This design comes from an exercise in tuning for small area and a short achievable clock period on the open sky130 flow, not from production work. At most, simulation tests tie the RTL to the original design; equivalence was not proved. Power and IR drop assume default switching activity.

## v6
Design f007th_core, start of the top module:
module f007th_core (
    input  wire        clk,
    input  wire        rst,
    input  wire        rx,
    output reg         o_valid,
    output reg  [2:0]  o_err,
    output reg  [7:0]  o_dev,
    output reg  [3:0]  o_ch,
    output reg         o_batt,
    output reg  [11:0] o_tcode,
    output reg  [7:0]  o_hum
);
==> flow/config.mk <==
export PLATFORM = sky130hd
export DESIGN_NAME = f007th_core
export DESIGN_NICKNAME = f007th_core
export VERILOG_FILES = /design/flow/design.v
export SDC_FILE = /design/flow/constraint.sdc
export NUM_CORES = 4
export LEC_CHECK = 0
export ABC_CLOCK_PERIOD_IN_PS = 2500
export CAP_MARGIN = 20
export CORE_MARGIN = 2
export CORE_UTILIZATION = 65
export CTS_BUF_LIST = sky130_fd_sc_hd__clkbuf_16
export CTS_CLUSTER_DIAMETER = 40
export CTS_CLUSTER_SIZE = 20
export PLACE_DENSITY = 0.75
export SLEW_MARGIN = 20
==> flow/constraint.sdc <==
create_clock -name core_clock -period 12.0 [get_ports {clk}]
set_input_delay 2.4000 -clock core_clock [delete_from_list [all_inputs] [get_ports {clk}]]
set_output_delay 2.4000 -clock core_clock [all_outputs]
set_load 0.01 [all_outputs]
standard.sh (not shown) runs the stock make flow with config.mk's settings and CLKGATE_MAP_FILE= SYNTH_SCRIPT=/design/flow/synth_recipe.tcl, a recipe that flattens the netlist after the stock synthesis.
==> flow/flow/run.sh <==
#!/bin/bash
set -uo pipefail
bash standard.sh SETUP_SLACK_MARGIN=9.0 finish > standard_flow.log 2>&1
Inputs modified between v6 and v7:
Settings: CTS_CLUSTER_DIAMETER: 40 -> 50; CORE_UTILIZATION: 65 -> 70; PLACE_DENSITY: 0.75 -> 0.8; CTS_CLUSTER_SIZE: 20 -> 25.
## What came out
v7 vs. v6: total met2 wirelength after detailed routing higher, number of well taps went down, clock network fraction of total power -8.0 points, clock-buffer cell count went down by 137.
When the final numbers for v7 and v6 were put side by side, the all-layer global routing usage turned out to be greater in v7.
Looking at die area across v7 and v6, the one that comes out lower is v7.
Max freq v6 -> v7: improved
Power dissipated in the clock network in v7 is about 30% lower than in v6
v7 and v6 ended up with nearly the same total placed instance area.
Higher via count goes to v6 over v7.
No functional check of the RTL was part of any run of this note.

* * *

Another version of the RTL of f007th_core (not shown whole).
For scale: about 4700 flip-flops, roughly 40 I/O pins, roughly 0.099 mm^2 of cells after synthesis.
Design f007th_core, start of the top module:
module f007th_core (
    input  wire        clk,
    input  wire        rst,
    input  wire        rx,
    output reg         o_valid,
    output reg  [2:0]  o_err,
    output reg  [7:0]  o_dev,
    output reg  [3:0]  o_ch,
    output reg         o_batt,
    output reg  [11:0] o_tcode,
    output reg  [7:0]  o_hum
);
    localparam [1:0] PH_SEARCH = 2'd0;
    localparam [1:0] PH_SHORT  = 2'd1;
    localparam [1:0] PH_LONG   = 2'd2;
    localparam integer NSLOT = 256;
    localparam integer WW    = 18;
    reg [1:0] ph;
    reg [3:0] tmr;
    reg       exp_lvl;
    reg [3:0] hdr;
    reg       fz;
    reg [2:0] nbits;
    reg [2:0] nbytes;
    wire match    = (rx == exp_lvl);
    wire tmr_last = (tmr == 4'd1);
    wire hchk     = (ph == PH_LONG) && tmr_last;
    wire exp_new  = exp_lvl ^ match;
    wire bit_val  = exp_new;
    wire hdr_ok   = (hdr >= 4'd10);
    wire hdr_hit  = hchk && !fz && bit_val;
    wire hdr_err  = hchk && !fz && !bit_val && !hdr_ok;
    wire emit     = hchk && (fz || (!bit_val && hdr_ok));
    wire byte_done = emit && (nbits == 3'd7);
    wire frame     = hchk && fz && (nbits == 3'd7) && (nbytes == 3'd5);
    wire qchk_fail = (ph == PH_SHORT) && tmr_last && !match;
    wire restart   = qchk_fail || hdr_err || frame || (ph == 2'b11);
    always @(posedge clk) begin
        if (rst || restart) begin
            ph      <= PH_SEARCH;
            tmr     <= 4'd0;
            exp_lvl <= 1'b1;
            hdr     <= 4'd0;
            fz      <= 1'b0;
            nbits   <= 3'd6;
            nbytes  <= 3'd0;
        end else begin
            case (ph)
                PH_SEARCH: begin
                    if (match) begin
                        ph  <= PH_SHORT;
                        tmr <= 4'd4;
                    end
                end
                PH_SHORT: begin
                    if (!tmr_last) begin
  ...
Settings: LEC_CHECK=0, CAP_MARGIN=20, CORE_MARGIN=2, CORE_UTILIZATION=70, PLACE_DENSITY=0.8, SLEW_MARGIN=20; clock period 12.0 ns.
==> flow/flow/run.sh <==
#!/bin/bash
set -uo pipefail
bash standard.sh SETUP_SLACK_MARGIN=8.45 "CTS_ARGS=-sink_clustering_enable -repair_clock_nets -sink_clustering_size 25 -sink_clustering_max_diameter 50 -buf_list sky130_fd_sc_hd__clkbuf_16 -dont_use_dummy_load" finish > standard_flow.log 2>&1
==> next run, changes <==
==> flow/flow/run.sh (replaced) <==
#!/bin/bash
set -uo pipefail
bash standard.sh SETUP_SLACK_MARGIN=8.6 finish > standard_flow.log 2>&1
--- a/flow/config.mk
+++ b/flow/config.mk
@@ -6,7 +6,11 @@
 export NUM_CORES = 4
 export LEC_CHECK = 0
+export ABC_CLOCK_PERIOD_IN_PS = 2500
 export CAP_MARGIN = 20
 export CORE_MARGIN = 2
 export CORE_UTILIZATION = 70
+export CTS_BUF_LIST = sky130_fd_sc_hd__clkbuf_16
+export CTS_CLUSTER_DIAMETER = 50
+export CTS_CLUSTER_SIZE = 25
 export PLACE_DENSITY = 0.8
 export SLEW_MARGIN = 20
What happened: Clock-buffer cell count goes up by 4; die area is unchanged; global-route usage goes up by 0.23 points; non-clock buffer count goes up by 25; register-to-register slack gains 0.18 ns; maximum frequency goes down by 0.48%; worst hold slack gains 0.049 ns.

* * *

The RTL this note starts from:
==> flow/design.v <==
module f007th_core (
    input  wire        clk,
    input  wire        rst,
    input  wire        rx,
    output reg         o_valid,
    output reg  [2:0]  o_err,
    output reg  [7:0]  o_dev,
    output reg  [3:0]  o_ch,
    output reg         o_batt,
    output reg  [11:0] o_tcode,
    output reg  [7:0]  o_hum
);
    localparam [1:0] PH_SEARCH = 2'd0;
    localparam [1:0] PH_SHORT  = 2'd1;
    localparam [1:0] PH_LONG   = 2'd2;
    localparam integer NSLOT = 256;
    localparam integer WW    = 18;
    reg [1:0] ph;
    reg [3:0] tmr;
    reg       exp_lvl;
    reg [3:0] hdr;
    reg       fz;
    reg [2:0] nbits;
    reg [2:0] nbytes;
    wire match    = (rx == exp_lvl);
    wire tmr_last = (tmr == 4'd1);
    wire hchk     = (ph == PH_LONG) && tmr_last;
    wire exp_new  = exp_lvl ^ match;
    wire bit_val  = exp_new;
    wire hdr_ok   = (hdr >= 4'd10);
    wire hdr_hit  = hchk && !fz && bit_val;
    wire hdr_err  = hchk && !fz && !bit_val && !hdr_ok;
    wire emit     = hchk && (fz || (!bit_val && hdr_ok));
    wire byte_done = emit && (nbits == 3'd7);
    wire frame     = hchk && fz && (nbits == 3'd7) && (nbytes == 3'd5);
    wire qchk_fail = (ph == PH_SHORT) && tmr_last && !match;
    wire restart   = qchk_fail || hdr_err || frame || (ph == 2'b11);
    always @(posedge clk) begin
        if (rst || restart) begin
            ph      <= PH_SEARCH;
            tmr     <= 4'd0;
            exp_lvl <= 1'b1;
            hdr     <= 4'd0;
            fz      <= 1'b0;
            nbits   <= 3'd6;
            nbytes  <= 3'd0;
        end else begin
            case (ph)
                PH_SEARCH: begin
                    if (match) begin
                        ph  <= PH_SHORT;
                        tmr <= 4'd4;
                    end
                end
                PH_SHORT: begin
                    if (!tmr_last) begin
                        tmr <= tmr - 1'b1;
                    end else begin
                        ph  <= PH_LONG;
                        tmr <= 4'd8;
                    end
                end
                PH_LONG: begin
                    if (!tmr_last) begin
                        tmr <= tmr - 1'b1;
                    end else begin
                        ph      <= PH_SEARCH;
                        tmr     <= 4'd0;
                        exp_lvl <= exp_new;
                        if (hdr_hit && !hdr_ok)
                            hdr <= hdr + 4'd1;
                        if (emit)
                            fz <= 1'b1;
                        if (emit) begin
                            if (byte_done) begin
                                nbits  <= 3'd0;
                                nbytes <= nbytes + 3'd1;
                            end else begin
                                nbits  <= nbits + 3'd1;
                            end
                        end
                    end
                end
                default: ;
            endcase
        end
    end
    reg [31:0] d;
    always @(posedge clk)
        if (emit && (nbytes < 3'd5))
            d <= {d[30:0], bit_val};
    wire [7:0]  f_dev   = d[31:24];
    wire        f_batt  = d[23];
    wire [2:0]  f_chraw = d[22:20];
    wire [11:0] f_tcode = d[19:8];
    wire [7:0]  f_hum   = d[7:0];
    reg  [7:0] slot;
    wire [7:0] k_dev = d[15:8];
    reg  [7:0] k_a, k_b;
    reg        k_sub;
    always @(*) begin
        k_sub = 1'b0;
        case (d[6:4])
            3'd0: begin k_a = k_dev;      k_b = 8'd0;        end   
            3'd1: begin k_a = k_dev << 1; k_b = 8'd0;        end   
            3'd2: begin k_a = k_dev << 1; k_b = k_dev;       end   
            3'd3: begin k_a = k_dev << 2; k_b = 8'd0;        end   
            3'd4: begin k_a = k_dev << 2; k_b = k_dev;       end   
            3'd5: begin k_a = k_dev << 2; k_b = k_dev << 1;  end   
            3'd6: begin k_a = k_dev << 3; k_b = k_dev; k_sub = 1'b1; end   
            default: begin k_a = k_dev << 3; k_b = 8'd0;     end   
        endcase
    end
    wire [7:0] key = k_sub ? (k_a - k_b) : (k_a + k_b);
    always @(posedge clk)
        if (nbytes == 3'd3 && nbits == 3'd0)
            slot <= key;
    reg [NSLOT*WW-1:0] ring;
    reg [7:0]          ptr;
    reg                clr;
    reg                wbp;       
    reg [WW-1:0]       h;         
    reg           hit;       
    wire [WW-1:0] rout = ring[NSLOT*WW-1 -: WW];
    wire [WW-1:0] rin  = clr ? {WW{1'b0}} : ((wbp && hit) ? h : rout);
    always @(posedge clk)
        ring <= {ring[NSLOT*WW-WW-1:0], rin};
    always @(posedge clk) begin
        if (rst) begin
            ptr <= 8'd0;
            clr <= 1'b1;
        end else begin
            ptr <= ptr + 8'd1;
            if (ptr == 8'd255)
                clr <= 1'b0;
        end
    end
    always @(posedge clk)
        hit <= ((rst ? 8'd0 : ptr + 8'd1) == slot);
    wire [10:0] s_tcode = h[17:7];
    wire [6:0]  s_hum   = h[6:0];
    wire        s_set   = (s_tcode != 11'd0);
    wire [10:0] t_diff = (f_tcode[10:0] >= s_tcode) ? (f_tcode[10:0] - s_tcode)
                                                    : (s_tcode - f_tcode[10:0]);
    wire [6:0]  h_diff = (f_hum[6:0] >= s_hum) ? (f_hum[6:0] - s_hum)
                                               : (s_hum - f_hum[6:0]);
    wire chk_id = (f_dev != 8'd0);
    wire chk_tr = (f_tcode >= 12'd181) && (f_tcode <= 12'd1619);
    wire chk_hr = (f_hum < 8'd100);
    wire chk_tj = !s_set || (t_diff <= 11'd72);
    wire chk_hj = !s_set || (h_diff <= 7'd4);
    reg [2:0] verdict;
    always @(posedge clk) begin
        if (!chk_id)      verdict <= 3'd1;
        else if (!chk_tr) verdict <= 3'd2;
        else if (!chk_hr) verdict <= 3'd3;
        else if (!chk_tj) verdict <= 3'd4;
        else if (!chk_hj) verdict <= 3'd5;
        else              verdict <= 3'd0;
    end
    wire accept = frame && (verdict == 3'd0);
    always @(posedge clk) begin
        if (accept)
            h <= {f_tcode[10:0], f_hum[6:0]};
        else if (hit && !wbp)
            h <= rout;
    end
    always @(posedge clk) begin
        if (rst)
            wbp <= 1'b0;
        else if (accept)
            wbp <= 1'b1;
        else if (hit)
            wbp <= 1'b0;
    end
    always @(posedge clk) begin
        o_valid <= !rst && frame;
        o_err   <= verdict;
        o_dev   <= f_dev;
        o_ch    <= {1'b0, f_chraw} + 4'd1;
        o_batt  <= f_batt;
        o_tcode <= f_tcode;
        o_hum   <= f_hum;
    end
endmodule
Settings: LEC_CHECK=0, ABC_CLOCK_PERIOD_IN_PS=2500, CAP_MARGIN=20, CORE_MARGIN=2, CORE_UTILIZATION=65, CTS_BUF_LIST=sky130_fd_sc_hd__clkbuf_16, CTS_CLUSTER_DIAMETER=50, CTS_CLUSTER_SIZE=25, PLACE_DENSITY=0.75, SLEW_MARGIN=20; clock period 12.0 ns.
==> flow/flow/run.sh <==
#!/bin/bash
set -uo pipefail
bash standard.sh SETUP_SLACK_MARGIN=8.8 finish > standard_flow.log 2>&1
The baseline produced a clean layout.
Edit:
CTS_BUF_LIST = sky130_fd_sc_hd__clkbuf_8   (was sky130_fd_sc_hd__clkbuf_16)
CTS_CLUSTER_DIAMETER = 45   (was 50)
CTS_CLUSTER_SIZE = 20   (was 25)
Effect:
- synthesized cell count is unchanged
- worst setup slack loses 0.14 ns
- die area is unchanged
- area after synthesis stays the same
- wire length came out lower by roughly a tenth
- core utilization came out lower by 0.74 points
- global-route usage came out lower by 2.2 points
- design area came out lower slightly
- sequential power is about the same
- non-clock buffer count came out lower by 5
- cell count came out higher slightly
Edit:
==> flow/run.sh (new file) <==
#!/bin/bash
# synth_recipe.tcl (not shown) runs the flow's synth.tcl, then flattens the netlist and writes it again
# the make line also repeats each setting of config.mk as NAME=value (left out here)
make -C /OpenROAD-flow-scripts/flow DESIGN_CONFIG=/design/flow/config.mk WORK_HOME=/design/flow/orfs CLKGATE_MAP_FILE= SYNTH_SCRIPT=/design/flow/synth_recipe.tcl finish
removed: flow/flow/run.sh
removed: flow/standard.sh
Effect:
- total power falls by 0.99%
- utilization falls by 0.48 points
- synthesized cell count does not change
Edit:
==> flow/flow/run.sh (new file) <==
#!/bin/bash
set -uo pipefail
bash standard.sh SETUP_SLACK_MARGIN=8.8 finish > standard_flow.log 2>&1
==> flow/standard.sh (new file) <==
#!/bin/bash
# synth_recipe.tcl (not shown) runs the flow's synth.tcl, then flattens the netlist and writes it again
# the make line also repeats each setting of config.mk as NAME=value (left out here)
make -C /OpenROAD-flow-scripts/flow DESIGN_CONFIG=/design/flow/config.mk WORK_HOME=/design/flow/orfs CLKGATE_MAP_FILE= SYNTH_SCRIPT=/design/flow/synth_recipe.tcl "${@:-finish}"
CORE_UTILIZATION = 75   (was 65)
CTS_BUF_LIST = sky130_fd_sc_hd__clkbuf_8 sky130_fd_sc_hd__clkbuf_16   (was sky130_fd_sc_hd__clkbuf_8)
PLACE_DENSITY = 0.85   (was 0.75)
removed: flow/run.sh
What happened:
- Now the flow died in clock tree synthesis (4_1_cts) with DPL-0033
- area after synthesis is unchanged
- synthesized cell count is unchanged
No functional check of the RTL was part of any run of this note.

## afterwards: timing with drivers on the ports
Ports are ideal in the flow. The routed layouts listed here were re-timed in OpenROAD.
Step 1, drivers: a clkbuf_16 drives clk and a buf_2 each remaining input, both assumed.
Step 2 also shifts input and output timing later by t, the mid clock arrival at the registers, as if the neighbouring blocks saw the same clock.
Slacks: ideal / step 1 / step 2; pairs: ideal / step 1.
run | shift t [ns] | setup slack, ns | worst slew at a driven data input, ns | cell pins on the clock port's net
v6 | 0.974 | 8.275 / 8.199 / 8.116 | 0.06 | 1
v7 | 0.918 | 8.319 / 8.241 / 8.086 | 0.04 | 1
the first run of note 2 | 0.877 | 8.336 / 8.266 / 7.683 | 0.05 | 1
the second run of note 2 | 0.901 | 8.318 / 8.246 / 7.726 | 0.05 | 1
the first run of note 3 | 0.917 | 8.247 / 8.166 / 7.982 | 0.06 | 1
the second run of note 3 | 1.032 | 8.107 / 8.039 / 7.898 | 0.07 | 1
the third run of note 3 | 1.049 | 7.606 / 7.534 / 7.439 | 0.08 | 1
After both steps every run listed still meets setup and hold. For the first run of note 2, which loses most, drivers alone change the setup slack by -0.070 ns; drivers and shift together by -0.653 ns.
